This is an optimization exercise on Yosys and OpenROAD, whose aim is small area, a short achievable clock period and few clock cycles, not a production implementation.
The RTL was checked by simulation tests, not by an equivalence proof against the original design.

==> flow/design.v (outline; a module is shown in full before it is edited, if it fits) <==
// module isb_taps: 276 lines
// module isb_benc_s: 27 lines
// module isb_benc_b: 33 lines
// module isb_pp: 694 lines
// module qpsk_isb: 410 lines
module qpsk_isb (
    input  wire        clk,
    input  wire        rst,
    input  wire        cmd_valid,
    output wire        cmd_ready,
    input  wire [7:0]  cmd_op,
    input  wire [15:0] cmd_a0,
    input  wire [15:0] cmd_a1,
    output reg         rsp_valid,
    output reg         rsp_fault,
    output reg  [2:0]  rsp_cause,
    output reg  [15:0] rsp_r0,
    output reg  [15:0] rsp_r1
);
  // ...
==> flow/flow/run.sh <==
#!/bin/bash
# Layout: the standard flow (standard.sh, which runs ORFS from synthesis
# to the final layout at the design's clock period and constraints), with
# ORFS's timing repair (after floorplan, clock-tree synthesis and global
# routing) asked to leave a setup margin of 9.2 ns, and to work on every
# endpoint. The make output goes to standard_flow.log; ORFS keeps each
# step's log under orfs/logs/.
set -euo pipefail
bash standard.sh SETUP_SLACK_MARGIN=9.2 TNS_END_PERCENT=100 finish > standard_flow.log 2>&1
==> flow/standard.sh <==
#!/bin/bash
# synth_recipe.tcl (not shown) runs the flow's synth.tcl, then flattens the netlist and writes it again
# the make line also repeats each setting of config.mk as NAME=value (left out here)
make -C /OpenROAD-flow-scripts/flow DESIGN_CONFIG=/design/flow/config.mk WORK_HOME=/design/flow/orfs CLKGATE_MAP_FILE= SYNTH_SCRIPT=/design/flow/synth_recipe.tcl "${@:-finish}"
==> flow/config.mk <==
export PLATFORM = sky130hd
export DESIGN_NAME = qpsk_isb
export DESIGN_NICKNAME = qpsk_isb
export VERILOG_FILES = /design/flow/design.v
export SDC_FILE = /design/flow/constraint.sdc
export NUM_CORES = 4
export LEC_CHECK = 0
export CAP_MARGIN = 20
export CORE_MARGIN = 2
export CORE_UTILIZATION = 40
export SLEW_MARGIN = 20
export SYNTH_MEMORY_MAX_BITS = 131072
==> flow/constraint.sdc <==
create_clock -name core_clock -period 13.0 [get_ports {clk}]
set_input_delay 2.6000 -clock core_clock [delete_from_list [all_inputs] [get_ports {clk}]]
set_output_delay 2.6000 -clock core_clock [all_outputs]
set_load 0.01 [all_outputs]
==> flow_summary.json, run 1 <==
{
  "criticalPathCategory": "reg -> reg",
  "yosysWarnings": 3,
  "nFlopsAndLatches": 1310,
  "antennaDiodeCount": 6,
  "port_buffers": 80,
  "fin_util": 0.457,
  "first_global_vias": 52800,
  "rsz0062_at_grt": "true",
  "inverters_excl_clock": 544,
  "synth_nets": 7117,
  "synth.distinct_cells": 91,
  "area.sequential_sq_mm": 0.0326,
  "r2r_slack_ns": 8.89,
  "met1_length_microns": 94400,
  "vias_per_cell": 5.82,
  "cp_top_family": "adder cells",
  "ant_nets": 0,
  "drt-initial-drc-count": 6064,
  "synth_ff_type": "dfxtp_1",
  "buf_share": 0.0337,
  "grt.busiest_layer": "met2",
  "multi_input_area_share": 0.470,
  "fin_cells": 8903,
  "maxCapViolations": 0,
  "crit_cells": 14,
  "reg.largest.list": "dli (256), dlq (256), tk (36)",
  "syn_area_per_cell_sq_um": 11.9,
  "rr_endpoint": "pc_q[14]",
  "cts-resized-gates": 391,
  "fillers": 16900,
  "multiInputGateArea_sq_mm": 0.0404,
  "dpl_cell_area_sq_mm": 0.0792,
  "outcome": "timing/DRC/antenna clean",
  "worst_path_most_repeated_cell": "inv_2",
  "cts_setup_buffers": 49,
  "die_h_microns": 440,
  "cts-hold-fix-buffers": 0,
  "drive_gt1_frac": 0.187,
  "synthCells": 6375,
  "die_w_microns": 440
}
Testbench counts, summed over its fixed seeds: cycles 8,138.
==> module qpsk_isb, before the edit <==
module qpsk_isb (
    input  wire        clk,
    input  wire        rst,
    input  wire        cmd_valid,
    output wire        cmd_ready,
    input  wire [7:0]  cmd_op,
    input  wire [15:0] cmd_a0,
    input  wire [15:0] cmd_a1,
    output reg         rsp_valid,
    output reg         rsp_fault,
    output reg  [2:0]  rsp_cause,
    output reg  [15:0] rsp_r0,
    output reg  [15:0] rsp_r1
);
    localparam TMAX = 16;
    localparam RLAT = 13;                
    localparam OP_NOP    = 8'h00;
    localparam OP_INIT   = 8'h01;
    localparam OP_PUSH   = 8'h10;
    localparam OP_INTERP = 8'h15;
    localparam C_ILLEGAL_OP     = 3'd1;
    localparam C_NOT_CONFIGURED = 3'd2;
    localparam C_BAD_CONFIG     = 3'd3;
    localparam C_WINDOW_RANGE   = 3'd5;
    reg        configured;
    reg [4:0]  t_len;                    
    reg [3:0]  wp;                       
    reg [16*TMAX-1:0] dli;               
    reg [16*TMAX-1:0] dlq;               
    reg        c_valid;
    reg        c_nop, c_init, c_push, c_interp;
    reg        c_tok;                    
    reg [15:0] c_a0;
    reg [15:0] c_a1;
    reg [7:0]  c_sh4;                    
    reg [8:0]  c_nsh;                    
    reg        rdy;                      
    assign cmd_ready = rdy;
    wire issue;
    always @(posedge clk) begin
        if (rst)
            c_valid <= 1'b0;
        else if (rdy)
            c_valid <= cmd_valid;
        else if (issue)
            c_valid <= 1'b0;
        if (rdy) begin
            c_nop    <= (cmd_op == OP_NOP);
            c_init   <= (cmd_op == OP_INIT);
            c_push   <= (cmd_op == OP_PUSH);
            c_interp <= (cmd_op == OP_INTERP);
            c_tok    <= (cmd_a0[7:0] >= 8'd8) && (cmd_a0[7:0] <= TMAX);
            c_a0     <= cmd_a0;
            c_a1     <= cmd_a1;
            c_sh4    <= cmd_a0[15:8] + 8'd4;
            c_nsh    <= 9'd0 - {cmd_a0[15], cmd_a0[15:8]};
        end
    end
    wire op_legal = c_nop || c_init || c_push || c_interp;
    wire signed [7:0] sh   = c_a0[15:8];
    wire signed [7:0] sh4  = c_sh4;
    wire signed [9:0] wpv  = $signed({6'd0, wp});
    wire signed [9:0] tv   = $signed({5'd0, t_len});
    wire signed [9:0] s0   = wpv + sh;                   
    wire signed [9:0] s0t  = wpv + sh - tv;              
    wire signed [9:0] s0h  = wpv + sh - 2 * tv + 10'sd8;  
    wire signed [9:0] s4   = wpv + sh4;                  
    wire signed [9:0] s4t  = wpv + sh4 - tv;             
    wire win_ok = !s0[9] && (s0h[9] || (s0h == 10'sd0));
    reg [2:0] f_cause;
    always @(*) begin
        if (!op_legal)
            f_cause = C_ILLEGAL_OP;
        else if ((c_push || c_interp) && !configured)
            f_cause = C_NOT_CONFIGURED;
        else if (c_init && !c_tok)
            f_cause = C_BAD_CONFIG;
        else if (c_interp && !win_ok)
            f_cause = C_WINDOW_RANGE;
        else
            f_cause = 3'd0;
    end
    reg        cu_act;                   
    reg [1:0]  cu_r;                     
    reg [1:0]  cu_q;                     
    reg [3:0]  cu_pa, cu_pb;             
    reg [3:0]  cu_b0, cu_b4;             
    reg [6:0]  cu_jj;                    
    reg        cu_flip;                  
    reg [1:0]  cu_t;                     
    reg        nx_v;                     
    reg [1:0]  nx_q;
    reg [3:0]  nx_pa, nx_pb, nx_b0, nx_b4;
    reg [6:0]  nx_jj;
    reg        nx_flip;
    reg [1:0]  nx_t;
    wire cu_end = cu_act && (cu_r == 2'd3);   
    wire cu_free = !cu_act || cu_end;         
    wire stall = c_valid && ((c_interp && nx_v) || (c_init && (cu_act || nx_v)));
    assign issue = c_valid && !stall;
    wire do_init   = c_valid && c_init && c_tok && !cu_act && !nx_v;
    wire do_push   = c_valid && c_push && configured;
    wire do_interp = c_valid && c_interp && configured && win_ok && !nx_v;
    wire ti     = c_valid && c_interp && !nx_v;
    wire nxv_n  = nx_v ? !cu_end : (ti && cu_act && !cu_end);
    wire bz_n   = (cu_act && !cu_end) || nx_v || ti;
    wire cv_n   = rdy ? cmd_valid : (c_valid && !issue);
    wire ci_n   = rdy ? (cmd_op == OP_INTERP) : c_interp;
    wire cn_n   = rdy ? (cmd_op == OP_INIT) : c_init;
    wire rdy_next = !(cv_n && ((ci_n && nxv_n) || (cn_n && bz_n)));
    always @(posedge clk) begin
        if (rst)
            rdy <= 1'b1;
        else
            rdy <= rdy_next;
    end
    wire [3:0] b0    = s0t[9] ? s0[3:0] : s0t[3:0];                  
    wire [3:0] b4    = s4t[9] ? s4[3:0] : s4t[3:0];                  
    wire signed [8:0] nsh   = c_nsh;
    wire signed [8:0] nsh_t = nsh + $signed({4'd0, t_len});
    wire signed [8:0] nsh_2 = nsh + $signed({3'd0, t_len, 1'b0});
    wire [4:0] d_wp  = !nsh[8] ? nsh[4:0] : !nsh_t[8] ? nsh_t[4:0] : nsh_2[4:0];
    wire       inarc = (d_wp <= 5'd7);
    wire [4:0] wp4r  = {1'b0, wp} + 5'd4;
    wire [4:0] wp4t  = {1'b0, wp} + 5'd4 - t_len;
    wire [3:0] wp_p4 = wp4t[4] ? wp4r[3:0] : wp4t[3:0];            
    wire [3:0] wm4   = wp - 4'd4;
    wire [3:0] wm4t  = wp - 4'd4 + t_len[3:0];
    wire [3:0] wp_m4 = (wp < 4'd4) ? wm4t : wm4;                    
    wire [1:0] q0    = inarc ? d_wp[1:0] : 2'd0;
    wire [3:0] pa0   = !inarc ? b0 : d_wp[2] ? wp_m4 : wp;
    wire [3:0] pb0   = !inarc ? b4 : d_wp[2] ? wp : wp_p4;
    wire [6:0] row_j = c_a0[7:1];
    wire       flip  = row_j[6] && (row_j[5:0] != 6'd0);
    wire [6:0] jj0   = flip ? (7'd0 - row_j) : row_j;
    function [3:0] pinc;                 
        input [3:0] p;
        input [4:0] t;
        begin
            pinc = (({1'b0, p} + 5'd1) == t) ? 4'd0 : p + 4'd1;
        end
    endfunction
    wire go_new  = do_interp && cu_free;          
    wire go_wait = do_interp && !cu_free;         
    reg [1:0] n_q;
    reg [3:0] n_pa, n_pb;
    reg       n_flip;
    always @(*) begin
        if (cu_free) begin
            n_q    = nx_v ? nx_q    : q0;
            n_pa   = nx_v ? nx_pa   : pa0;
            n_pb   = nx_v ? nx_pb   : pb0;
            n_flip = nx_v ? nx_flip : flip;
        end else begin
            n_q    = cu_q + 2'd1;
            n_pa   = (cu_q == 2'd3) ? cu_b0 : pinc(cu_pa, t_len);
            n_pb   = (cu_q == 2'd3) ? cu_b4 : pinc(cu_pb, t_len);
            n_flip = cu_flip;
        end
    end
    reg [3:0] cu_ps, cu_pg;              
    reg [1:0] cu_qq;                     
    reg       cu_ngs;                    
    always @(posedge clk) begin
        if (rst) begin
            cu_act <= 1'b0;
            nx_v   <= 1'b0;
        end else begin
            if (cu_free)
                cu_act <= nx_v || go_new;
            if (go_wait)
                nx_v <= 1'b1;
            else if (cu_free)
                nx_v <= 1'b0;
        end
        cu_q    <= n_q;
        cu_pa   <= n_pa;
        cu_pb   <= n_pb;
        cu_flip <= n_flip;
        cu_ps   <= n_q[1] ? n_pb : n_pa;
        cu_pg   <= n_q[1] ? n_pa : n_pb;
        cu_qq   <= n_flip ? ~n_q : n_q;
        cu_ngs  <= (n_q == 2'd0) || (n_q == 2'd3);
        if (cu_free) begin
            cu_r <= 2'd0;
            if (nx_v) begin
                cu_b0   <= nx_b0;
                cu_b4   <= nx_b4;
                cu_jj   <= nx_jj;
                cu_t    <= nx_t;
            end else begin
                cu_b0   <= b0;
                cu_b4   <= b4;
                cu_jj   <= jj0;
                cu_t    <= 2'd0;
            end
        end else begin
            cu_r  <= cu_r + 2'd1;
            cu_t  <= (cu_t == 2'd2) ? 2'd2 : cu_t + 2'd1;
        end
        if (!nx_v) begin
            nx_q    <= q0;
            nx_pa   <= pa0;
            nx_pb   <= pb0;
            nx_b0   <= b0;
            nx_b4   <= b4;
            nx_jj   <= jj0;
            nx_flip <= flip;
            nx_t    <= 2'd1;
        end else begin
            nx_t    <= (nx_t == 2'd2) ? 2'd2 : nx_t + 2'd1;
        end
    end
    reg        w1_v, w2_v, w3_v;
    reg [3:0]  w1_p, w2_p, w3_p;
    reg [15:0] w1_i, w2_i, w3_i;
    reg [15:0] w1_q, w2_q, w3_q;
    always @(posedge clk) begin
        if (rst || do_init) begin
            w1_v <= 1'b0;
            w2_v <= 1'b0;
            w3_v <= 1'b0;
        end else begin
            w1_v <= do_push;
            w2_v <= w1_v;
            w3_v <= w2_v;
        end
        w1_p <= wp;   w2_p <= w1_p; w3_p <= w2_p;
        w1_i <= c_a0; w2_i <= w1_i; w3_i <= w2_i;
        w1_q <= c_a1; w2_q <= w1_q; w3_q <= w2_q;
    end
    wire [15:0] wdi = do_init ? 16'd0 : w3_i;
    wire [15:0] wdq = do_init ? 16'd0 : w3_q;
    genvar g;
    generate
        for (g = 0; g < TMAX; g = g + 1) begin : g_word
            always @(posedge clk) begin
                if (do_init || (w3_v && w3_p == g)) begin
                    dli[16*g +: 16] <= wdi;
                    dlq[16*g +: 16] <= wdq;
                end
            end
        end
    endgenerate
    always @(posedge clk) begin
        if (rst) begin
            configured <= 1'b0;
        end else if (do_init) begin
            configured <= 1'b1;
            t_len      <= c_a0[4:0];
            wp         <= 4'd0;
        end else if (do_push) begin
            wp <= ({1'b0, wp} == t_len - 5'd1) ? 4'd0 : wp + 4'd1;
        end
    end
    wire [3:0] p_s  = cu_ps;
    wire [3:0] p_b  = cu_pg;
    wire       by2  = (cu_t == 2'd0) && w2_v;
    wire       by3  = (cu_t != 2'd2) && w3_v;
    function [15:0] rd;
        input [16*TMAX-1:0] dl;
        input [3:0]  p;
        input        b2, b3;
        input [3:0]  p2, p3;
        input [15:0] d2, d3;
        begin
            if (b2 && p2 == p)
                rd = d2;
            else if (b3 && p3 == p)
                rd = d3;
            else
                rd = dl[16*p +: 16];
        end
    endfunction
    reg [15:0] ri_s, ri_b, rq_s, rq_b;
    reg [9:0]  r_ms;
    reg [14:0] r_mb;
    reg        r_ngs;
    reg        r_v, r_first, r_last;
    wire [9:0]  ms;
    wire [14:0] mb;
    isb_taps u_taps (.jj(cu_jj), .qq(cu_qq), .ms(ms), .mb(mb));
    wire ng_s = cu_ngs;
    wire [5:0] ds_one, ds_two, ds_neg;
    wire [7:0] db_one, db_two, db_neg;
    isb_benc_s u_bs (.m(r_ms), .ng(r_ngs),  .one(ds_one), .two(ds_two), .neg(ds_neg));
    isb_benc_b u_bb (.m(r_mb), .ng(!r_ngs), .one(db_one), .two(db_two), .neg(db_neg));
    reg [15:0] xi_s, xi_b, xq_s, xq_b;
    reg [5:0]  s_one, s_two, s_neg;
    reg [7:0]  b_one, b_two, b_neg;
    reg        m_v, m_first, m_last;
    reg        p_v, p_first, p_last, a_done;
    reg [30:0] ps_i, pc_i, ps_q, pc_q;
    reg [30:0] as_i, ac_i, as_q, ac_q;
    wire [30:0] ns_i, nc_i, ns_q, nc_q;
    always @(posedge clk) begin
        ri_s    <= rd(dli, p_s, by2, by3, w2_p, w3_p, w2_i, w3_i);
        ri_b    <= rd(dli, p_b, by2, by3, w2_p, w3_p, w2_i, w3_i);
        rq_s    <= rd(dlq, p_s, by2, by3, w2_p, w3_p, w2_q, w3_q);
        rq_b    <= rd(dlq, p_b, by2, by3, w2_p, w3_p, w2_q, w3_q);
        r_ms    <= ms;
        r_mb    <= mb;
        r_ngs   <= ng_s;
        r_first <= (cu_r == 2'd0);
        r_last  <= (cu_r == 2'd3);
        xi_s    <= ri_s;
        xi_b    <= ri_b;
        xq_s    <= rq_s;
        xq_b    <= rq_b;
        s_one   <= ds_one;
        s_two   <= ds_two;
        s_neg   <= ds_neg;
        b_one   <= db_one;
        b_two   <= db_two;
        b_neg   <= db_neg;
        m_first <= r_first;
        m_last  <= r_last;
        p_first <= m_first;
        p_last  <= m_last;
        ps_i    <= ns_i;
        pc_i    <= nc_i;
        ps_q    <= ns_q;
        pc_q    <= nc_q;
        if (rst) begin
            r_v    <= 1'b0;
            m_v    <= 1'b0;
            p_v    <= 1'b0;
            a_done <= 1'b0;
        end else begin
            r_v    <= cu_act;
            m_v    <= r_v;
            p_v    <= m_v;
            a_done <= p_v && p_last;
        end
        as_i <= acc_s(ps_i, pc_i, as_i & {31{!p_first}}, ac_i & {31{!p_first}});
        ac_i <= acc_c(ps_i, pc_i, as_i & {31{!p_first}}, ac_i & {31{!p_first}});
        as_q <= acc_s(ps_q, pc_q, as_q & {31{!p_first}}, ac_q & {31{!p_first}});
        ac_q <= acc_c(ps_q, pc_q, as_q & {31{!p_first}}, ac_q & {31{!p_first}});
    end
    isb_pp u_pp_i (.xs(xi_s), .ones(s_one), .twos(s_two), .negs(s_neg),
                   .xb(xi_b), .oneb(b_one), .twob(b_two), .negb(b_neg),
                   .first(m_first), .s_out(ns_i), .c_out(nc_i));
    isb_pp u_pp_q (.xs(xq_s), .ones(s_one), .twos(s_two), .negs(s_neg),
                   .xb(xq_b), .oneb(b_one), .twob(b_two), .negb(b_neg),
                   .first(m_first), .s_out(ns_q), .c_out(nc_q));
    function [30:0] acc_s;
        input [30:0] a, b, c, d;
        reg   [30:0] s1, c1;
        begin
            s1    = a ^ b ^ c;
            c1    = {(a[29:0] & b[29:0]) | (a[29:0] & c[29:0]) | (b[29:0] & c[29:0]), 1'b0};
            acc_s = s1 ^ c1 ^ d;
        end
    endfunction
    function [30:0] acc_c;
        input [30:0] a, b, c, d;
        reg   [30:0] s1, c1;
        begin
            s1    = a ^ b ^ c;
            c1    = {(a[29:0] & b[29:0]) | (a[29:0] & c[29:0]) | (b[29:0] & c[29:0]), 1'b0};
            acc_c = {(s1[29:0] & c1[29:0]) | (s1[29:0] & d[29:0]) | (c1[29:0] & d[29:0]), 1'b0};
        end
    endfunction
    function [15:0] round_sat;
        input signed [30:0] v;
        reg   signed [16:0] r;
        begin
            r = v >>> 14;
            if (r > 17'sd32767)
                round_sat = 16'h7fff;
            else if (r < -17'sd32768)
                round_sat = 16'h8000;
            else
                round_sat = r[15:0];
        end
    endfunction
    wire [30:0] acc_i = as_i + ac_i;
    wire [30:0] acc_q = as_q + ac_q;
    reg [15:0] h_i, h_q;                 
    always @(posedge clk) begin
        if (a_done) begin
            h_i <= round_sat(acc_i);
            h_q <= round_sat(acc_q);
        end
    end
    localparam TK_OK     = 3'd6;
    localparam TK_RESULT = 3'd7;
    reg [2:0] tk [0:RLAT-2];
    wire [2:0] tk_in = !issue ? 3'd0 : (f_cause != 3'd0) ? f_cause :
                       c_interp ? TK_RESULT : TK_OK;
    wire [2:0] tk_out = tk[RLAT-2];
    wire       tk_flt = (tk_out != 3'd0) && (tk_out != TK_OK) && (tk_out != TK_RESULT);
    integer i;
    always @(posedge clk) begin
        if (rst) begin
            for (i = 0; i < RLAT - 1; i = i + 1)
                tk[i] <= 3'd0;
            rsp_valid <= 1'b0;
        end else begin
            tk[0] <= tk_in;
            for (i = 1; i < RLAT - 1; i = i + 1)
                tk[i] <= tk[i-1];
            rsp_valid <= (tk_out != 3'd0);
        end
        rsp_fault <= tk_flt;
        rsp_cause <= tk_flt ? tk_out : 3'd0;
        rsp_r0    <= (tk_out == TK_RESULT) ? h_i : 16'd0;
        rsp_r1    <= (tk_out == TK_RESULT) ? h_q : 16'd0;
    end
endmodule
==> run 2: changes to the inputs <==
--- a/flow/design.v
+++ b/flow/design.v
@@ -340,17 +340,18 @@
     input  wire [5:0] twos,
     input  wire [5:0] negs,
     input  wire [15:0] xb,
     input  wire [7:0] oneb,
     input  wire [7:0] twob,
     input  wire [7:0] negb,
     input  wire        first,
     output wire [30:0] s_out,
-    output wire [30:0] c_out
+    output wire [30:0] c_out,
+    output wire [30:0] t_out
 );
     wire ps0_0 = ((ones[0] & xs[0]) | (twos[0] & 1'b0)) ^ negs[0];
     wire ps0_1 = ((ones[0] & xs[1]) | (twos[0] & xs[0])) ^ negs[0];
     wire ps0_2 = ((ones[0] & xs[2]) | (twos[0] & xs[1])) ^ negs[0];
     wire ps0_3 = ((ones[0] & xs[3]) | (twos[0] & xs[2])) ^ negs[0];
     wire ps0_4 = ((ones[0] & xs[4]) | (twos[0] & xs[3])) ^ negs[0];
     wire ps0_5 = ((ones[0] & xs[5]) | (twos[0] & xs[4])) ^ negs[0];
     wire ps0_6 = ((ones[0] & xs[6]) | (twos[0] & xs[5])) ^ negs[0];
@@ -960,78 +961,19 @@
     wire n373 = n312 ^ n314 ^ n315;
     wire n374 = (n312 & n314) | (n312 & n315) | (n314 & n315);
     wire n375 = n316 ^ n318 ^ n319;
     wire n376 = (n316 & n318) | (n316 & n319) | (n318 & n319);
     wire n377 = n320 ^ n322 ^ n323;
     wire n378 = (n320 & n322) | (n320 & n323) | (n322 & n323);
     wire n379 = n324 ^ n326 ^ pb6_15;
     wire n380 = (n324 & n326) | (n324 & pb6_15) | (n326 & pb6_15);
-    wire n381 = n327 ^ pb0_0;
-    wire n382 = n327 & pb0_0;
-    wire n383 = n328 ^ ps0_1 ^ pb0_1;
-    wire n384 = (n328 & ps0_1) | (n328 & pb0_1) | (ps0_1 & pb0_1);
-    wire n385 = n329 ^ pb1_0 ^ negb[1];
-    wire n386 = (n329 & pb1_0) | (n329 & negb[1]) | (pb1_0 & negb[1]);
-    wire n387 = n330 ^ n331 ^ pb1_1;
-    wire n388 = (n330 & n331) | (n330 & pb1_1) | (n331 & pb1_1);
-    wire n389 = n332 ^ n333 ^ negb[2];
-    wire n390 = (n332 & n333) | (n332 & negb[2]) | (n333 & negb[2]);
-    wire n391 = n334 ^ n335 ^ n241;
-    wire n392 = (n334 & n335) | (n334 & n241) | (n335 & n241);
-    wire n393 = n336 ^ n337 ^ n245;
-    wire n394 = (n336 & n337) | (n336 & n245) | (n337 & n245);
-    wire n395 = n338 ^ n339 ^ n249;
-    wire n396 = (n338 & n339) | (n338 & n249) | (n339 & n249);
-    wire n397 = n340 ^ n341 ^ n253;
-    wire n398 = (n340 & n341) | (n340 & n253) | (n341 & n253);
-    wire n399 = n342 ^ n343 ^ n257;
-    wire n400 = (n342 & n343) | (n342 & n257) | (n343 & n257);
-    wire n401 = n344 ^ n345 ^ n261;
-    wire n402 = (n344 & n345) | (n344 & n261) | (n345 & n261);
-    wire n403 = n346 ^ n347 ^ n265;
-    wire n404 = (n346 & n347) | (n346 & n265) | (n347 & n265);
-    wire n405 = n348 ^ n349 ^ n269;
-    wire n406 = (n348 & n349) | (n348 & n269) | (n349 & n269);
-    wire n407 = n350 ^ n351 ^ n273;
-    wire n408 = (n350 & n351) | (n350 & n273) | (n351 & n273);
-    wire n409 = n352 ^ n353 ^ n277;
-    wire n410 = (n352 & n353) | (n352 & n277) | (n353 & n277);
-    wire n411 = n354 ^ n355 ^ n281;
-    wire n412 = (n354 & n355) | (n354 & n281) | (n355 & n281);
-    wire n413 = n356 ^ n357 ^ n285;
-    wire n414 = (n356 & n357) | (n356 & n285) | (n357 & n285);
-    wire n415 = n358 ^ n359 ^ n289;
-    wire n416 = (n358 & n359) | (n358 & n289) | (n359 & n289);
-    wire n417 = n360 ^ n361 ^ n293;
-    wire n418 = (n360 & n361) | (n360 & n293) | (n361 & n293);
-    wire n419 = n362 ^ n363 ^ n297;
-    wire n420 = (n362 & n363) | (n362 & n297) | (n363 & n297);
-    wire n421 = n364 ^ n365 ^ n301;
-    wire n422 = (n364 & n365) | (n364 & n301) | (n365 & n301);
-    wire n423 = n366 ^ n367 ^ n305;
-    wire n424 = (n366 & n367) | (n366 & n305) | (n367 & n305);
-    wire n425 = n368 ^ n369 ^ n309;
-    wire n426 = (n368 & n369) | (n368 & n309) | (n369 & n309);
-    wire n427 = n370 ^ n371 ^ n313;
-    wire n428 = (n370 & n371) | (n370 & n313) | (n371 & n313);
-    wire n429 = n372 ^ n373 ^ n317;
-    wire n430 = (n372 & n373) | (n372 & n317) | (n373 & n317);
-    wire n431 = n374 ^ n375 ^ n321;
-    wire n432 = (n374 & n375) | (n374 & n321) | (n375 & n321);
-    wire n433 = n376 ^ n377 ^ n325;
-    wire n434 = (n376 & n377) | (n376 & n325) | (n377 & n325);
-    wire n435 = n378 ^ n379 ^ pb7_13;
-    wire n436 = (n378 & n379) | (n378 & pb7_13) | (n379 & pb7_13);
-    wire n437 = n380 ^ pb6_16 ^ pb7_14;
-    wire n438 = (n380 & pb6_16) | (n380 & pb7_14) | (pb6_16 & pb7_14);
-    wire n439 = pb7_15 ^ 1'b1;
-    wire n440 = pb7_15 & 1'b1;
-    assign s_out = {n440, n438, n436, n434, n432, n430, n428, n426, n424, n422, n420, n418, n416, n414, n412, n410, n408, n406, n404, n402, n400, n398, n396, n394, n392, n390, n388, n386, n384, n382, n381};
-    assign c_out = {pb7_16, n439, n437, n435, n433, n431, n429, n427, n425, n423, n421, n419, n417, n415, n413, n411, n409, n407, n405, n403, n401, n399, n397, n395, n393, n391, n389, n387, n385, n383, negb[0]};
+    assign s_out = {pb7_16, pb7_15, n380, n378, n376, n374, n372, n370, n368, n366, n364, n362, n360, n358, n356, n354, n352, n350, n348, n346, n344, n342, n340, n338, n336, n334, n332, n330, n329, n328, n327};
+    assign c_out = {1'b0, 1'b1, pb6_16, n379, n377, n375, n373, n371, n369, n367, n365, n363, n361, n359, n357, n355, n353, n351, n349, n347, n345, n343, n341, n339, n337, n335, n333, n331, pb1_0, ps0_1, pb0_0};
+    assign t_out = {1'b0, 1'b0, pb7_14, pb7_13, n325, n321, n317, n313, n309, n305, n301, n297, n293, n289, n285, n281, n277, n273, n269, n265, n261, n257, n253, n249, n245, n241, negb[2], pb1_1, negb[1], pb0_1, negb[0]};
 endmodule
 module qpsk_isb (
     input  wire        clk,
     input  wire        rst,
     input  wire        cmd_valid,
     output wire        cmd_ready,
     input  wire [7:0]  cmd_op,
     input  wire [15:0] cmd_a0,
@@ -1315,19 +1257,19 @@
     wire [7:0] db_one, db_two, db_neg;
     isb_benc_s u_bs (.m(r_ms), .ng(r_ngs),  .one(ds_one), .two(ds_two), .neg(ds_neg));
     isb_benc_b u_bb (.m(r_mb), .ng(!r_ngs), .one(db_one), .two(db_two), .neg(db_neg));
     reg [15:0] xi_s, xi_b, xq_s, xq_b;
     reg [5:0]  s_one, s_two, s_neg;
     reg [7:0]  b_one, b_two, b_neg;
     reg        m_v, m_first, m_last;
     reg        p_v, p_first, p_last, a_done;
-    reg [30:0] ps_i, pc_i, ps_q, pc_q;
+    reg [30:0] ps_i, pc_i, pt_i, ps_q, pc_q, pt_q;
     reg [30:0] as_i, ac_i, as_q, ac_q;
-    wire [30:0] ns_i, nc_i, ns_q, nc_q;
+    wire [30:0] ns_i, nc_i, nt_i, ns_q, nc_q, nt_q;
     always @(posedge clk) begin
         ri_s    <= rd(dli, p_s, by2, by3, w2_p, w3_p, w2_i, w3_i);
         ri_b    <= rd(dli, p_b, by2, by3, w2_p, w3_p, w2_i, w3_i);
         rq_s    <= rd(dlq, p_s, by2, by3, w2_p, w3_p, w2_q, w3_q);
         rq_b    <= rd(dlq, p_b, by2, by3, w2_p, w3_p, w2_q, w3_q);
         r_ms    <= ms;
         r_mb    <= mb;
         r_ngs   <= ng_s;
@@ -1344,56 +1286,69 @@
         b_two   <= db_two;
         b_neg   <= db_neg;
         m_first <= r_first;
         m_last  <= r_last;
         p_first <= m_first;
         p_last  <= m_last;
         ps_i    <= ns_i;
         pc_i    <= nc_i;
+        pt_i    <= nt_i;
         ps_q    <= ns_q;
         pc_q    <= nc_q;
+        pt_q    <= nt_q;
         if (rst) begin
             r_v    <= 1'b0;
             m_v    <= 1'b0;
             p_v    <= 1'b0;
             a_done <= 1'b0;
         end else begin
             r_v    <= cu_act;
             m_v    <= r_v;
             p_v    <= m_v;
             a_done <= p_v && p_last;
         end
-        as_i <= acc_s(ps_i, pc_i, as_i & {31{!p_first}}, ac_i & {31{!p_first}});
-        ac_i <= acc_c(ps_i, pc_i, as_i & {31{!p_first}}, ac_i & {31{!p_first}});
-        as_q <= acc_s(ps_q, pc_q, as_q & {31{!p_first}}, ac_q & {31{!p_first}});
-        ac_q <= acc_c(ps_q, pc_q, as_q & {31{!p_first}}, ac_q & {31{!p_first}});
+        as_i <= acc_s(ps_i, pc_i, pt_i, as_i & {31{!p_first}}, ac_i & {31{!p_first}});
+        ac_i <= acc_c(ps_i, pc_i, pt_i, as_i & {31{!p_first}}, ac_i & {31{!p_first}});
+        as_q <= acc_s(ps_q, pc_q, pt_q, as_q & {31{!p_first}}, ac_q & {31{!p_first}});
+        ac_q <= acc_c(ps_q, pc_q, pt_q, as_q & {31{!p_first}}, ac_q & {31{!p_first}});
     end
     isb_pp u_pp_i (.xs(xi_s), .ones(s_one), .twos(s_two), .negs(s_neg),
                    .xb(xi_b), .oneb(b_one), .twob(b_two), .negb(b_neg),
-                   .first(m_first), .s_out(ns_i), .c_out(nc_i));
+                   .first(m_first), .s_out(ns_i), .c_out(nc_i), .t_out(nt_i));
     isb_pp u_pp_q (.xs(xq_s), .ones(s_one), .twos(s_two), .negs(s_neg),
                    .xb(xq_b), .oneb(b_one), .twob(b_two), .negb(b_neg),
-                   .first(m_first), .s_out(ns_q), .c_out(nc_q));
+                   .first(m_first), .s_out(ns_q), .c_out(nc_q), .t_out(nt_q));
+    function [61:0] acc5;
+        input [30:0] a, b, c, d, e;
+        reg   [30:0] s1, c1, s2, c2, s3, c3;
+        begin
+            s1 = a ^ b ^ c;
+            c1 = {(a[29:0] & b[29:0]) | (a[29:0] & c[29:0]) | (b[29:0] & c[29:0]), 1'b0};
+            s2 = s1 ^ c1 ^ d;
+            c2 = {(s1[29:0] & c1[29:0]) | (s1[29:0] & d[29:0]) | (c1[29:0] & d[29:0]), 1'b0};
+            s3 = s2 ^ c2 ^ e;
+            c3 = {(s2[29:0] & c2[29:0]) | (s2[29:0] & e[29:0]) | (c2[29:0] & e[29:0]), 1'b0};
+            acc5 = {c3, s3};
+        end
+    endfunction
     function [30:0] acc_s;
-        input [30:0] a, b, c, d;
-        reg   [30:0] s1, c1;
+        input [30:0] a, b, c, d, e;
+        reg   [61:0] r;
         begin
-            s1    = a ^ b ^ c;
-            c1    = {(a[29:0] & b[29:0]) | (a[29:0] & c[29:0]) | (b[29:0] & c[29:0]), 1'b0};
-            acc_s = s1 ^ c1 ^ d;
+            r     = acc5(a, b, c, d, e);
+            acc_s = r[30:0];
         end
     endfunction
     function [30:0] acc_c;
-        input [30:0] a, b, c, d;
-        reg   [30:0] s1, c1;
+        input [30:0] a, b, c, d, e;
+        reg   [61:0] r;
         begin
-            s1    = a ^ b ^ c;
-            c1    = {(a[29:0] & b[29:0]) | (a[29:0] & c[29:0]) | (b[29:0] & c[29:0]), 1'b0};
-            acc_c = {(s1[29:0] & c1[29:0]) | (s1[29:0] & d[29:0]) | (c1[29:0] & d[29:0]), 1'b0};
+            r     = acc5(a, b, c, d, e);
+            acc_c = r[61:31];
         end
     endfunction
     function [15:0] round_sat;
         input signed [30:0] v;
         reg   signed [16:0] r;
         begin
             r = v >>> 14;
             if (r > 17'sd32767)
==> flow/flow/run.sh (replaced) <==
#!/bin/bash
# Layout: the standard flow (standard.sh, which runs ORFS from synthesis
# to the final layout at the design's clock period and constraints), with
# ORFS's timing repair (after floorplan, clock-tree synthesis and global
# routing) asked to leave a setup margin of 9.3 ns, and to work on every
# endpoint. The make output goes to standard_flow.log; ORFS keeps each
# step's log under orfs/logs/.
set -euo pipefail
bash standard.sh SETUP_SLACK_MARGIN=9.3 TNS_END_PERCENT=100 finish > standard_flow.log 2>&1
==> flow_summary.json, run 2 <==
{
  "place_hpwl_microns": 150000,
  "vias_per_cell": 5.90,
  "criticalPathCategory": "reg -> out",
  "grt_max_degree": 103,
  "r2r_slack_ns": 9.31,
  "slowest_delay_ns": 0.48,
  "finalCritPeriodShare": 0.311,
  "final_max_slew_viol_count": 0,
  "timing.fmax_mhz": 247,
  "synth-edff-count": 617,
  "synth_top_cells_by_count": "dfxtp_1 (745), edfxtp_1 (617), fa_1 (503), a22oi_1 (395), clkbuf_1 (393)",
  "slowest_stage": "dfxtp_4",
  "numCtsBuffers": 152,
  "clock_path_buffers": 3,
  "num_rows": 160,
  "synth_area_leader_cell": "edfxtp_1",
  "first_global_vias": 53300,
  "insertion_delay_ns": 0.82,
  "worst_ep_required_time_ns": 10.40,
  "finClkSkew_ns": 0.0520,
  "ios": 81,
  "final_cell_mix": "dfxtp_1 (670), edfxtp_1 (617), fa_1 (501)",
  "cp-start-kind": "flip-flop",
  "dpl_cell_area_sq_mm": 0.0797,
  "cts_tree": "yes",
  "initial_core_util": 0.403,
  "ys_seq_area_frac": 0.437,
  "wl_per_cell_microns": 27.1,
  "clockRootBuffer": "clkbuf_16",
  "placed_cells": 8443,
  "drive_gt1_frac": 0.157,
  "syn_area_sq_mm": 0.0766,
  "die_h_microns": 441,
  "cp_top_family": "flip-flops",
  "final_hold_viol_count": 0,
  "area.sequential_sq_mm": 0.0336,
  "min_period_ns": 4.04,
  "cp.arrival_ns": 1.44,
  "grt_usage": 0.242,
  "yosysWarnings": 3,
  "async_flop_share": 0,
  "fin_cells": 8763,
  "synth.area.top_cells": "edfxtp_1 (24%), dfxtp_1 (19%), fa_1 (13%)",
  "place_ws_ns": 8.75,
  "path_clk_slew_ns": 0.06,
  "area_growth_pct": 12.0,
  "slew-limit-headroom": 0.207,
  "cts-hold-fix-buffers": 0,
  "rsz0062_at_grt": "true",
  "grt_overflow": 0,
  "worstMarginPinSlew_ns": 1.17,
  "setup_viol": 0,
  "dr.pass1.iters": 8,
  "drt-initial-drc-count": 5968,
  "synth_top_cell_area_share": 0.242,
  "die_w_microns": 441,
  "die_area_sq_mm": 0.195,
  "synth_nets": 6981,
  "layout.nets": 6868,
  "synth_most_common_cell": "dfxtp_1",
  "multiInputGateArea_sq_mm": 0.0403,
  "synth_ff_type": "dfxtp_1",
  "vias": 51700,
  "place.gp.congestion": 0.960,
  "core-area_sq_mm": 0.190,
  "synthCells": 6237,
  "critPathMaxFanout": 2,
  "crit_chain": "buf_6",
  "crit_path_end_kind": "output pin",
  "synth-seq-cells": 1362,
  "design_area_sq_mm": 0.0857,
  "antennaDiodeCount": 0,
  "synth.distinct_cells": 101,
  "fin_util": 0.451,
  "wl_microns": 237000,
  "outcome": "timing/DRC/antenna clean",
  "fillers": 17200,
  "final_common_cell": "dfxtp_1",
  "hold_class": "reg -> reg",
  "clock-sinks": 1362,
  "syn_area_per_cell_sq_um": 12.3,
  "maxCapViolations": 0,
  "ant_nets": 0,
  "timing.final.ws_setup_ns": 8.96,
  "grt_antenna_before_repair": 8,
  "port_buffers": 80,
  "tns_ns": 0,
  "h-tree-depth": 4,
  "drc": 0,
  "reg.largest.list": "dli (256), dlq (256), tk (36)",
  "grt_first_pass_wirelength_microns": 352000,
  "crit_buf_inv": 1
}
## run 2: cell count changes after synthesis, sizes merged, moves of 7 or more
| cell | delta |
|---|---|
| a21o | -7 |
| nand3 | -15 |
| o211ai | -16 |
| xnor2 | +10 |
| mux2i | +21 |
| nand2 | -71 |
| xor2 | -9 |
| a31oi | -15 |
| dfxtp | +52 |
| a21oi | +36 |
| clkbuf | -12 |
| a211oi | +11 |
| nand2b | -8 |
| inv | -163 |
## run 2: worst register-to-register path, stage by stage, from the launching register on
cell	delay, ns
edfxtp_1	0.41
buf_6	0.15
ha_4	0.17
fa_2	0.40
a21o_1	0.18
a21oi_2	0.16
xnor2_1	0.10
ha_1	0.32
a21o_1	0.22
o41ai_4	0.40
o2bb2a_4	0.23
a21o_1	0.20
a31oi_4	0.23
a221oi_4	0.10
mux2_4	0.29
## run 2: cells by family (layout without fill, tap and decap cells)
logic type	Yosys count	after routing	share of synthesized area
AOI/OAI and AO/OA	1261	1261	0.111
xor gates and xnor gates	590	590	0.0676
adders and majority gates	701	701	0.164
buffers and inverters	882	897	0.0444
DFF	1362	1362	0.437
muxes	428	428	0.110
and+or+nand+nor	1013	1013	0.0664
## run 2: worst paths after layout
kind / start / endpoint / cells past startpoint
setup / recovery: rdy / cmd_ready / 1
hold / removal: w1_p[1] / w2_p[1] / 0
setup reg to reg: c_nsh[0] / cu_pg[2] / 14
hold reg to reg: w1_p[1] / w2_p[1] / 0
## run 2: repair_timing
item,in CTS,in global routing
pin swaps,0,18
endpoints found under the setup margin,113,129
gates cloned,0,2
buffers inserted,15,20
gates resized for setup,197,148
endpoints found under the hold margin,0,0
## run 2: stage by stage
step / hold WS [ns]
floorplan: 0.310
global placement: 0.311
detailed placement: 0.312
CTS: 0.314
global route: 0.328
finish: 0.310
## run 2: layer usage
layer / up-vias / global-route usage / wire length [microns]
li1: 22200 / - / -
met4: 4 / 0.0820 / 8300
met2: 2633 / 0.377 / 107000
met1: 26300 / 0.334 / 99500
met5: - / 0 / 27
met3: 566 / 0.0539 / 21900
## run 2: final cells by class
class | instances | share of cell area
Multi-Input combinational cell | 3993 | 0.470
Sequential cell | 1362 | 0.392
Clock buffer | 213 | 0.0516
Tap cell | 2511 | 0.0367
Timing Repair Buffer | 235 | 0.0242
Inverter | 380 | 0.0169
Clock inverter | 69 | 0.00886
Testbench counts of run 2, summed over its fixed seeds: cycles 8,138.
==> run 3: changes to the inputs <==
--- a/flow/config.mk
+++ b/flow/config.mk
@@ -8,5 +8,7 @@
 export CAP_MARGIN = 20
 export CORE_MARGIN = 2
 export CORE_UTILIZATION = 40
+export CTS_CLUSTER_DIAMETER = 160
+export CTS_CLUSTER_SIZE = 24
 export SLEW_MARGIN = 20
 export SYNTH_MEMORY_MAX_BITS = 131072
==> flow_summary.json, run 3 <==
{
  "grt_antenna_before_repair": 8,
  "yosysWarnings": 3,
  "critPathMaxFanout": 2,
  "syn_area_per_cell_sq_um": 12.3,
  "cts_tree": "yes",
  "drt-initial-drc-count": 5580,
  "slowest_delay_ns": 0.49,
  "grt_max_degree": 103,
  "met2_usage": 0.375,
  "synthCells": 6237,
  "min_period_ns": 3.98,
  "fin_util": 0.434,
  "crit_chain": "buf_6",
  "die_area_sq_mm": 0.195,
  "outcome": "timing/DRC/antenna clean",
  "port_buffers": 80,
  "fillers": 17500,
  "path_clk_slew_ns": 0.11,
  "drive_gt1_frac": 0.134,
  "clockRootBuffer": "clkbuf_16",
  "slowest_stage": "dfxtp_4",
  "first_global_vias": 52400,
  "synth.distinct_cells": 101,
  "synth.area.top_cells": "edfxtp_1 (24%), dfxtp_1 (19%), fa_1 (13%)",
  "ios": 81,
  "wl_microns": 234000,
  "whs_ns": 0.310,
  "h-tree-depth": 3,
  "finalCritPeriodShare": 0.306,
  "dr.pass1.iters": 8,
  "ant_nets": 0,
  "num_rows": 160,
  "ys_seq_area_frac": 0.437,
  "maxCapViolations": 0,
  "initial_core_util": 0.403,
  "area_growth_pct": 7.80,
  "area.sequential_sq_mm": 0.0336,
  "worstMarginPinSlew_ns": 1.11,
  "crit_path_end_kind": "output pin",
  "clock-sinks": 1362,
  "tns_ns": 0,
  "cp.arrival_ns": 1.38,
  "numCtsBuffers": 67,
  "rsz0062_at_grt": "true",
  "hold_class": "reg -> reg",
  "synth_top_cell_area_share": 0.242,
  "core-area_sq_mm": 0.190,
  "synth-seq-cells": 1362,
  "clock_path_buffers": 3,
  "synth-edff-count": 617,
  "slew-limit-headroom": 0.260,
  "synth_area_leader_cell": "edfxtp_1",
  "wl_per_cell_microns": 27.2,
  "vias": 51000,
  "cp-start-kind": "flip-flop",
  "die_w_microns": 441,
  "synth_nets": 6981,
  "synth_top_cells_by_count": "dfxtp_1 (745), edfxtp_1 (617), fa_1 (503), a22oi_1 (395), clkbuf_1 (393)",
  "criticalPathCategory": "reg -> out",
  "cts-hold-fix-buffers": 0,
  "die_h_microns": 441,
  "grtUsageMet3": 0.0485,
  "layout.nets": 6780,
  "grt_first_pass_wirelength_microns": 348000,
  "crit_buf_inv": 1,
  "synth_most_common_cell": "dfxtp_1",
  "cp_top_family": "flip-flops",
  "grt_usage": 0.239,
  "grt_overflow": 0,
  "vias_per_cell": 5.93,
  "multiInputGateArea_sq_mm": 0.0403,
  "gr-usage-met1": 0.335,
  "final_hold_viol_count": 0,
  "insertion_delay_ns": 0.74,
  "place.gp.congestion": 0.960,
  "setup_viol": 0,
  "synth_ff_type": "dfxtp_1",
  "worst_ep_required_time_ns": 10.40,
  "timing.fmax_mhz": 251,
  "final_common_cell": "dfxtp_1",
  "final_max_slew_viol_count": 0,
  "reg.largest.list": "dli (256), dlq (256), tk (36)",
  "place_hpwl_microns": 150000,
  "grt.busiest_layer": "met2",
  "finClkSkew_ns": 0.0437,
  "drc": 0,
  "async_flop_share": 0,
  "final_cell_mix": "dfxtp_1 (671), edfxtp_1 (617), fa_1 (501)",
  "syn_area_sq_mm": 0.0766
}
## run 3: cell counts after synthesis
Identical to the previous run, type by type.
## run 3: worst paths after layout
| path | start | to | slack [ns] | cells after the start |
|---|---|---|---|---|
| worst max register to register | xq_b[7] | ps_q[18] | 9.31 | 8 |
| worst min-delay path | rq_b[10] | xq_b[10] | 0.31 | 0 |
| worst min register to register | rq_b[10] | xq_b[10] | 0.31 | 0 |
| worst max-delay path | rdy | cmd_ready | 9.02 | 1 |
## run 3: area by class of cell
type                    count  area share
diodes                      2   0.0000607
multi-input cells        3993       0.489
well taps                2511      0.0381
flip-flops and latches   1362       0.407
repair buffers            232      0.0243
inverters                 380      0.0176
clock buffers             108      0.0222
clock inverters            10     0.00230
## run 3: cells by family (layout without fill, tap and decap cells)
logic type,after synthesis,in the layout,synth area share
AOI/OAI and AO/OA,1261,1261,0.111
and+or+nand+nor,1013,1013,0.0664
buffers and inverters,882,730,0.0444
DFF,1362,1362,0.437
other,0,2,0
adders and majority gates,701,701,0.164
muxes,428,428,0.110
xor gates and xnor gates,590,590,0.0676
## run 3: per-layer routing
layer,vias to the layer above,part of all wire,wire [microns]
met1,26100,0.42,99000
met4,4,0.031,7260
met3,478,0.089,20800
li1,21900,-,-
met5,-,0.000090,21
met2,2539,0.46,107000
## run 3: per-stage QoR
step	cells	cell area [sq um]	setup WS [ns]
final	8598	82500	9.02
after global routing	8598	82500	8.96
after global placement	8442	79700	8.70
after CTS	8579	81800	8.94
after detailed placement	8443	79700	8.75
after floorplan	6237	76600	9.28
## run 3: timing repair
| item | CTS | global route |
|---|---|---|
| buffers inserted | 18 | 17 |
| resized for setup | 198 | 146 |
| pin swaps | 0 | 17 |
| endpoints found under the setup margin | 114 | 129 |
==> run 4: changes to the inputs <==
--- a/flow/design.v
+++ b/flow/design.v
@@ -1009,6 +1009,7 @@
     reg        rdy;                      
     assign cmd_ready = rdy;
     wire issue;
+    wire c_free = !c_valid || issue;
     always @(posedge clk) begin
         if (rst)
             c_valid <= 1'b0;
@@ -1016,7 +1017,7 @@
             c_valid <= cmd_valid;
         else if (issue)
             c_valid <= 1'b0;
-        if (rdy) begin
+        if (c_free) begin
             c_nop    <= (cmd_op == OP_NOP);
             c_init   <= (cmd_op == OP_INIT);
             c_push   <= (cmd_op == OP_PUSH);
==> flow_summary.json, run 4 <==
{
  "timing.fmax_mhz": 263,
  "ys_seq_area_frac": 0.436,
  "syn_area_per_cell_sq_um": 12.2,
  "outcome": "timing/DRC/antenna clean",
  "vias_per_cell": 5.91,
  "worst_ep_required_time_ns": 10.40,
  "finClkSkew_ns": 0.0352,
  "crit_cells": 1,
  "cts_tree": "yes",
  "drive_gt1_frac": 0.134,
  "cp_top_family": "flip-flops",
  "ios": 81,
  "synth.area.top_cells": "edfxtp_1 (24%), dfxtp_1 (19%), fa_1 (13%)",
  "drc": 0,
  "synth_nets": 7028,
  "reg2regPathDepth": 7,
  "die_h_microns": 442,
  "port_buffers": 80,
  "critPathMaxFanout": 2,
  "async_flop_share": 0,
  "die_w_microns": 442,
  "crit_chain": "buf_6",
  "cp.arrival_ns": 1.20,
  "synth-edff-count": 619,
  "syn_area_sq_mm": 0.0767,
  "worstMarginPinSlew_ns": 1.15,
  "whs_ns": 0.307,
  "layout.nets": 6808,
  "min_period_ns": 3.80,
  "path_clk_slew_ns": 0.10,
  "clockRootBuffer": "clkbuf_16",
  "hold_class": "reg -> reg",
  "fillers": 17500,
  "h-tree-depth": 3,
  "finalCritPeriodShare": 0.292,
  "final_hold_viol_count": 0,
  "grt_first_pass_wirelength_microns": 342000,
  "synth_area_leader_cell": "edfxtp_1",
  "place.gp.congestion": 0.997,
  "synthCells": 6284,
  "cts-hold-fix-buffers": 0,
  "grt_usage": 0.230,
  "reg.largest.list": "dli (256), dlq (256), tk (36)",
  "synth_top_cells_by_count": "dfxtp_1 (743), edfxtp_1 (619), fa_1 (503), clkbuf_1 (418), a22oi_1 (393)",
  "synth-seq-cells": 1362,
  "maxCapViolations": 0,
  "criticalPathCategory": "reg -> out",
  "core-area_sq_mm": 0.190,
  "rsz0062_at_grt": "true",
  "final_max_slew_viol_count": 0,
  "drt-initial-drc-count": 5705,
  "first_global_vias": 52500,
  "yosysWarnings": 3,
  "slowest_delay_ns": 0.36,
  "dr.pass1.iters": 9,
  "tns_ns": 0,
  "ant_nets": 0,
  "initial_core_util": 0.403,
  "grt_overflow": 0,
  "wl_microns": 229000,
  "cp-start-kind": "flip-flop",
  "crit_path_end_kind": "output pin",
  "crit_buf_inv": 1,
  "slew-limit-headroom": 0.235,
  "insertion_delay_ns": 0.73,
  "place_hpwl_microns": 147000,
  "clock_path_buffers": 3,
  "wl_per_cell_microns": 26.5,
  "grt_max_degree": 111,
  "num_rows": 160,
  "numCtsBuffers": 68,
  "vias": 51000,
  "synth_most_common_cell": "dfxtp_1",
  "synth.distinct_cells": 94,
  "slowest_stage": "dfxtp_4",
  "final_cell_mix": "dfxtp_1 (657), edfxtp_1 (619), fa_1 (500)",
  "clock-sinks": 1362,
  "die_area_sq_mm": 0.195,
  "synth_ff_type": "dfxtp_1",
  "grt_antenna_before_repair": 7,
  "min_path_cells": 0,
  "setup_viol": 0,
  "final_common_cell": "dfxtp_1",
  "synth_top_cell_area_share": 0.242,
  "area_growth_pct": 7.77
}
## run 4: changes by cell type after synthesis, moves of 10 or more
cell / change
nand2_1: +40
clkbuf_1: +25
nand3_1: +11
o21ai_0: +30
o311ai_0: +10
buf_2: -22
a211oi_1: +13
buf_1: +17
inv_1: -17
a31oi_1: -16
nor3_1: -19
## run 4: worst paths after layout
check,start,end,slack (ns)
worst max-delay path,rdy,cmd_ready,9.20
worst min-delay path,ri_s[6],xi_s[6],0.31
worst max register to register,xq_b[11],pc_q[12],9.32
worst min register to register,ri_s[6],xi_s[6],0.31
## run 4: metal layers
| layer | share of wire | global-route usage |
|---|---|---|
| met5 | 0.00026 | 0 |
| met1 | 0.40 | 0.304 |
| met2 | 0.47 | 0.371 |
| met4 | 0.044 | 0.0938 |
| met3 | 0.088 | 0.0469 |
## run 4: final cells by class
class	count	area [sq um]	area share
repair buffers	229	2060	0.0249
diodes	4	10.0	0.000121
flip-flops and latches	1362	33600	0.407
well taps	2511	3140	0.0380
clock inverters	10	179	0.00216
multi-input cells	4039	40400	0.489
clock buffers	108	1870	0.0227
inverters	364	1380	0.0167
## run 4: kinds of logic after synthesis
family / Yosys count / share of synthesized area
buffers and inverters: 883 / 0.0436
XOR/XNOR: 589 / 0.0674
flip-flops: 1362 / 0.436
AO/OA/AOI/OAI: 1257 / 0.109
AND/OR/NAND/NOR: 1046 / 0.0675
adder cells (fa/ha/maj): 702 / 0.164
multiplexers: 445 / 0.112
## run 4: timing repair
item                       in CTS  in global routing
setup endpoints to repair     122                108
pin swaps                       3                 21
gates resized for setup       231                123
setup buffers                  14                 26
cloned                          0                  1
## run 4: per-stage QoR
stage | std cells | setup WS [ns] | area (sq um) | util
3_5_place_dp | 8462 | 8.38 | 79700 | 0.419
3_3_place_gp | 8461 | 8.47 | 79700 | 0.419
5_1_grt | 8624 | 9.15 | 82700 | 0.434
4_1_cts | 8594 | 9.15 | 81900 | 0.430
6_report | 8627 | 9.20 | 82700 | 0.434
2_1_floorplan | 6284 | 9.30 | 76700 | -
Testbench counts of run 4, summed over its fixed seeds: cycles 8,138.
==> run 5: changes to the inputs <==
--- a/flow/config.mk
+++ b/flow/config.mk
@@ -7,8 +7,9 @@
 export LEC_CHECK = 0
 export CAP_MARGIN = 20
 export CORE_MARGIN = 2
-export CORE_UTILIZATION = 40
+export CORE_UTILIZATION = 55
 export CTS_CLUSTER_DIAMETER = 160
 export CTS_CLUSTER_SIZE = 24
+export PLACE_DENSITY = 0.65
 export SLEW_MARGIN = 20
 export SYNTH_MEMORY_MAX_BITS = 131072
==> flow_summary.json, run 5 <==
{
  "outcome": "timing/DRC/antenna clean",
  "ant_nets": 0,
  "grtUsageMet3": 0.0666,
  "reg2regPathDepth": 9,
  "finalCritPeriodShare": 0.291,
  "finClkSkew_ns": 0.0363,
  "dr.pass1.iters": 8,
  "synth_nets": 7028,
  "area.sequential_sq_mm": 0.0336,
  "clock-sinks": 1362,
  "area_growth_pct": 6.76,
  "grt_usage": 0.312,
  "ys_seq_area_frac": 0.436,
  "endpoint": "cmd_ready",
  "crit_cells": 1,
  "cp-startpoint": "rdy",
  "min_period_ns": 3.78,
  "grt_antenna_before_repair": 5,
  "maxCapViolations": 0,
  "synth_ff_type": "dfxtp_1",
  "path_clk_slew_ns": 0.11,
  "synth.distinct_cells": 94,
  "crit_buf_inv": 1,
  "async_flop_share": 0,
  "worst_ep_required_time_ns": 10.40,
  "die_w_microns": 377,
  "cts-hold-fix-buffers": 0,
  "die_area_sq_mm": 0.142,
  "wl_per_cell_microns": 27.8,
  "clock_path_buffers": 3,
  "cp_top_family": "flip-flops",
  "final_max_slew_viol_count": 0,
  "syn_area_per_cell_sq_um": 12.2,
  "numCtsBuffers": 66,
  "core-area_sq_mm": 0.139,
  "grt_max_degree": 150,
  "rsz0062_at_grt": "true",
  "synth_area_leader_cell": "edfxtp_1",
  "drt-initial-drc-count": 6114,
  "crit_path_end_kind": "output pin",
  "multiInputGateArea_sq_mm": 0.0404,
  "tns_ns": 0,
  "ios": 81,
  "cp.arrival_ns": 1.18,
  "cp-start-kind": "flip-flop",
  "synth-edff-count": 619,
  "met2_usage": 0.499,
  "drc": 0,
  "synth-seq-cells": 1362,
  "fillers": 11100,
  "die_h_microns": 377,
  "reg.largest.list": "dli (256), dlq (256), tk (36)",
  "hold_class": "reg -> reg",
  "clockRootBuffer": "clkbuf_16",
  "num_rows": 137,
  "criticalPathCategory": "reg -> out",
  "layout.nets": 6816,
  "critPathMaxFanout": 2,
  "initial_core_util": 0.552,
  "fin_util": 0.589,
  "timing.rr.start": "xq_s[7]",
  "syn_area_sq_mm": 0.0767,
  "r2r_slack_ns": 9.36,
  "wl_microns": 222000,
  "slew-limit-headroom": 0.220,
  "yosysWarnings": 3,
  "first_global_vias": 51900,
  "synth.area.top_cells": "edfxtp_1 (24%), dfxtp_1 (19%), fa_1 (13%)",
  "setup_viol": 0,
  "cts_tree": "yes",
  "gr-usage-met1": 0.419,
  "drive_gt1_frac": 0.134,
  "grt_first_pass_wirelength_microns": 333000,
  "grt.busiest_layer": "met2",
  "slowest_stage": "dfxtp_4",
  "slowest_delay_ns": 0.36,
  "place_hpwl_microns": 146000,
  "port_buffers": 80,
  "vias_per_cell": 6.38,
  "place.gp.congestion": 1.05,
  "insertion_delay_ns": 0.72,
  "synthCells": 6284,
  "synth_top_cells_by_count": "dfxtp_1 (743), edfxtp_1 (619), fa_1 (503), clkbuf_1 (418), a22oi_1 (393)",
  "final_hold_viol_count": 0,
  "vias": 51000,
  "crit_chain": "buf_6",
  "timing.fmax_mhz": 264,
  "rr_endpoint": "pc_q[11]",
  "synth_top_cell_area_share": 0.242,
  "final_cell_mix": "dfxtp_1 (662), edfxtp_1 (619), fa_1 (502)",
  "h-tree-depth": 3,
  "final_common_cell": "dfxtp_1",
  "synth_most_common_cell": "dfxtp_1",
  "grt_overflow": 0,
  "worstMarginPinSlew_ns": 1.17
}
[run 5: cell counts after synthesis]
Identical to the previous run, type by type.
[run 5: per-stage QoR]
step	hold slack (ns)	cell area, sq um	setup slack, ns	instances
final	0.313	81900	9.22	7992
after global routing	0.319	81900	9.16	7991
after CTS	0.314	81100	9.16	7960
after detailed placement	0.312	78900	8.62	7827
after global placement	0.311	78900	8.70	7827
after floorplan	0.310	76700	9.30	6284
[run 5: cell families (layout without fill, tap and decap cells)]
group | Yosys count | in the layout | share of synthesized area
simple gates | 1046 | 1046 | 0.0675
compound gates | 1257 | 1257 | 0.109
mux | 445 | 445 | 0.112
other cells | 0 | 1 | 0
buf+inv | 883 | 714 | 0.0436
fa+ha+maj | 702 | 702 | 0.164
xor+xnor | 589 | 589 | 0.0674
flops | 1362 | 1362 | 0.436
[run 5: per-layer routing]
layer	part of all wire	routed length, microns
met1	0.39	87500
met2	0.47	104000
met3	0.092	20400
met4	0.046	10100
met5	0.00021	46
[run 5: how the worst min path moves through the flow]
stage	start	end	slack, ns	depth (start not counted)
2_1_floorplan	r_first	m_first	0.31	0
3_3_place_gp	r_last	m_last	0.31	0
3_5_place_dp	w1_q[9]	w2_q[9]	0.31	0
4_1_cts	ri_b[14]	xi_b[14]	0.31	0
5_1_grt	rq_b[9]	xq_b[9]	0.32	0
6_report	ri_b[14]	xi_b[14]	0.31	0
[run 5: final cells by class]
| type | instances | area share |
|---|---|---|
| Timing Repair Buffer | 239 | 0.0267 |
| Inverter | 364 | 0.0168 |
| Antenna cell | 1 | 0.0000306 |
| Clock inverter | 7 | 0.00176 |
| Sequential cell | 1362 | 0.411 |
| Tap cell | 1876 | 0.0287 |
| Clock buffer | 104 | 0.0223 |
| Multi-Input combinational cell | 4039 | 0.493 |
[run 5: timing repair]
item | 4_1_cts | 5_1_grt
pin swaps | 7 | 17
setup endpoints to repair | 160 | 115
gates cloned | 0 | 3
gates resized for setup | 233 | 118
setup buffers | 22 | 28
==> run 6: changes to the inputs <==
--- a/flow/design.v
+++ b/flow/design.v
@@ -1230,6 +1230,18 @@
     wire [3:0] p_b  = cu_pg;
     wire       by2  = (cu_t == 2'd0) && w2_v;
     wire       by3  = (cu_t != 2'd2) && w3_v;
+    function [15:0] sel16;
+        input [16*TMAX-1:0] dl;
+        input [3:0]  p;
+        reg   [15:0] oh;
+        integer      n;
+        begin
+            oh    = 16'd1 << p;
+            sel16 = 16'd0;
+            for (n = 0; n < TMAX; n = n + 1)
+                sel16 = sel16 | (dl[16*n +: 16] & {16{oh[n]}});
+        end
+    endfunction
     function [15:0] rd;
         input [16*TMAX-1:0] dl;
         input [3:0]  p;
@@ -1242,7 +1254,7 @@
             else if (b3 && p3 == p)
                 rd = d3;
             else
-                rd = dl[16*p +: 16];
+                rd = sel16(dl, p);
         end
     endfunction
     reg [15:0] ri_s, ri_b, rq_s, rq_b;
--- a/flow/config.mk
+++ b/flow/config.mk
@@ -7,9 +7,8 @@
 export LEC_CHECK = 0
 export CAP_MARGIN = 20
 export CORE_MARGIN = 2
-export CORE_UTILIZATION = 55
+export CORE_UTILIZATION = 40
 export CTS_CLUSTER_DIAMETER = 160
 export CTS_CLUSTER_SIZE = 24
-export PLACE_DENSITY = 0.65
 export SLEW_MARGIN = 20
 export SYNTH_MEMORY_MAX_BITS = 131072
==> flow_summary.json, run 6 <==
{
  "outcome": "timing/DRC/antenna clean",
  "maxCapViolations": 0,
  "finalCritPeriodShare": 0.295,
  "drive_gt1_frac": 0.0818,
  "ys_seq_area_frac": 0.451,
  "fin_cells": 8947,
  "reg.largest.list": "dli (256), dlq (256), tk (36)",
  "wl_per_cell_microns": 28.6,
  "critPathMaxFanout": 6,
  "clock_path_buffers": 3,
  "layout.nets": 7162,
  "tns_ns": 0,
  "cts-hold-fix-buffers": 0,
  "synth-seq-cells": 1362,
  "fillers": 17300,
  "synthCells": 6622,
  "setup_viol": 0,
  "die_h_microns": 435,
  "place.gp.congestion": 1.02,
  "grt_usage": 0.266,
  "wl_microns": 256000,
  "timing.fmax_mhz": 261,
  "synth.area.top_cells": "edfxtp_1 (25%), dfxtp_1 (20%), fa_1 (14%)",
  "crit_chain": "buf_6",
  "multiInputGateArea_sq_mm": 0.0379,
  "first_global_vias": 54400,
  "numCtsBuffers": 67,
  "rsz0062_at_grt": "true",
  "antennaDiodeCount": 0,
  "die_area_sq_mm": 0.189,
  "port_buffers": 80,
  "area.sequential_sq_mm": 0.0336,
  "h-tree-depth": 3,
  "place_hpwl_microns": 160000,
  "crit_path_end_kind": "output pin",
  "area_growth_pct": 8.32,
  "grt_max_degree": 169,
  "synth_top_cell_area_share": 0.251,
  "worstMarginPinSlew_ns": 1.17,
  "placed_cells": 8791,
  "initial_core_util": 0.401,
  "cts_tree": "yes",
  "final_max_slew_viol_count": 0,
  "synth_most_common_cell": "dfxtp_1",
  "synth_nets": 7366,
  "slowest_stage": "dfxtp_4",
  "cp-start-kind": "flip-flop",
  "synth_top_cells_by_count": "dfxtp_1 (743), edfxtp_1 (619), a22oi_1 (558), fa_1 (503), clkbuf_1 (461)",
  "vias_per_cell": 6.12,
  "synth_ff_type": "dfxtp_1",
  "drt-initial-drc-count": 7490,
  "die_w_microns": 435,
  "worst_ep_required_time_ns": 10.40,
  "clockRootBuffer": "clkbuf_16",
  "slew-limit-headroom": 0.220,
  "syn_area_sq_mm": 0.0742,
  "final_cell_mix": "dfxtp_1 (674), edfxtp_1 (619), a22oi_1 (556)",
  "synth_area_leader_cell": "edfxtp_1",
  "yosysWarnings": 3,
  "finClkSkew_ns": 0.0511,
  "min_period_ns": 3.84,
  "ios": 81,
  "final_hold_viol_count": 0,
  "clock-sinks": 1362,
  "vias": 54800,
  "cp_top_family": "flip-flops",
  "slowest_delay_ns": 0.37,
  "cp.arrival_ns": 1.24,
  "synth.distinct_cells": 86,
  "async_flop_share": 0,
  "syn_area_per_cell_sq_um": 11.2,
  "insertion_delay_ns": 0.76,
  "final_common_cell": "dfxtp_1",
  "grt_first_pass_wirelength_microns": 371000,
  "num_rows": 158,
  "dr.pass1.iters": 6,
  "core-area_sq_mm": 0.185,
  "path_clk_slew_ns": 0.11,
  "synth-edff-count": 619,
  "grt_overflow": 0,
  "criticalPathCategory": "reg -> out",
  "drc": 0,
  "hold_class": "reg -> reg",
  "ant_nets": 0,
  "crit_buf_inv": 1,
  "grt_antenna_before_repair": 12
}
## run 6: changes by cell type after synthesis, moves of 20 or more
| cell | before | now |
|---|---|---|
| clkbuf_1 | 418 | 461 |
| mux4_2 | 328 | 7 |
| mux2i_1 | 90 | 47 |
| and3_1 | 16 | 36 |
| nor2_1 | 249 | 299 |
| a22oi_1 | 393 | 558 |
| nand4_1 | 13 | 79 |
| a221oi_1 | 14 | 191 |
| buf_1 | 81 | 53 |
| a22o_1 | 4 | 178 |
| o21ai_0 | 230 | 263 |
## run 6: kinds of logic (layout without fill, tap and decap cells)
group,after synthesis,in the layout,synth area share
compound gates,1765,1765,0.169
xor+xnor,594,594,0.0701
fa+ha+maj,701,701,0.169
buf+inv,912,756,0.0468
flops,1362,1362,0.451
mux,71,71,0.0110
simple gates,1217,1218,0.0825
## run 6: final timing paths
kind              slack (ns)     start   endpoint  cells after the start
hold / removal          0.32  w1_q[15]   w2_q[15]                      0
setup reg to reg        9.28  cu_pg[0]   rq_b[11]                     10
hold reg to reg         0.32  w1_q[15]   w2_q[15]                      0
setup / recovery        9.16       rdy  cmd_ready                      1
## run 6: area by class of cell
type / count / area share
multi-input combinational: 4349 / 0.472
sequential: 1362 / 0.418
tap: 2480 / 0.0386
timing repair buffer: 264 / 0.0292
clock buffer: 109 / 0.0228
inverter: 374 / 0.0176
clock inverter: 9 / 0.00213
## run 6: stage by stage
stage / instance area (sq um) / utilization / worst slack [ns] / hold WS (ns)
floorplan: 74200 / - / 9.30 / 0.310
global placement: 77600 / 0.420 / 8.67 / 0.311
detailed placement: 77600 / 0.420 / 8.65 / 0.312
CTS: 79700 / 0.431 / 9.11 / 0.311
global route: 80300 / 0.435 / 9.11 / 0.318
finish: 80300 / 0.435 / 9.16 / 0.318
## run 6: what timing repair did
action                     in CTS  in global routing
cloned                          0                  4
setup endpoints to repair      89                104
setup buffers                  12                 22
gates resized for setup       198                123
pin swaps                       0                 11
## run 6: per-layer routing
layer  wire length [microns]  vias to the layer above  share of wire  GRT usage
met5                     100                        -        0.00039    0.00128
met4                   14800                       14          0.058      0.126
met3                   29300                      841           0.11     0.0615
met2                  112000                     3701           0.44      0.404
met1                   99800                    26900           0.39      0.358
li1                        -                    23300              -          -
Testbench counts of run 6, summed over its fixed seeds: cycles 8,138.

==> re-timing with driven ports <==
No port has a modelled driver above. Below, the same layouts with a new extraction and two added sets of constraints. Step 1 sets driving cells, clkbuf_16 on the clock port and buf_2 on the other inputs (assumed; they add their load-dependent delay and slew). Step 2 adds t to the input delays and takes it off the output delays; t is the mean of the earliest and latest rising clock arrival at the registers after step 1. Input paths then give back, and output paths get back, about the clock's delay inside the block. Slacks: ideal ports / drivers / drivers and shift; pairs: ideal ports / drivers.
| run | t, ns | setup slack, ns | worst setup path after step 2 |
|---|---|---|---|
| run 1 | 0.872 | 8.887 / 8.887 / 8.589 | input to register |
| run 2 | 0.865 | 8.957 / 8.877 / 8.751 | input to register |
| run 3 | 0.790 | 9.022 / 8.944 / 8.752 | input to register |
| run 4 | 0.795 | 9.204 / 9.118 / 8.663 | input to register |
| run 5 | 0.781 | 9.217 / 9.137 / 8.725 | input to register |
| run 6 | 0.812 | 9.165 / 9.083 / 8.760 | input to register |
After both steps setup and hold are still met in every run listed. The setup slack of run 4, which loses most, moves by -0.086 ns with the drivers and by -0.541 ns with both steps.
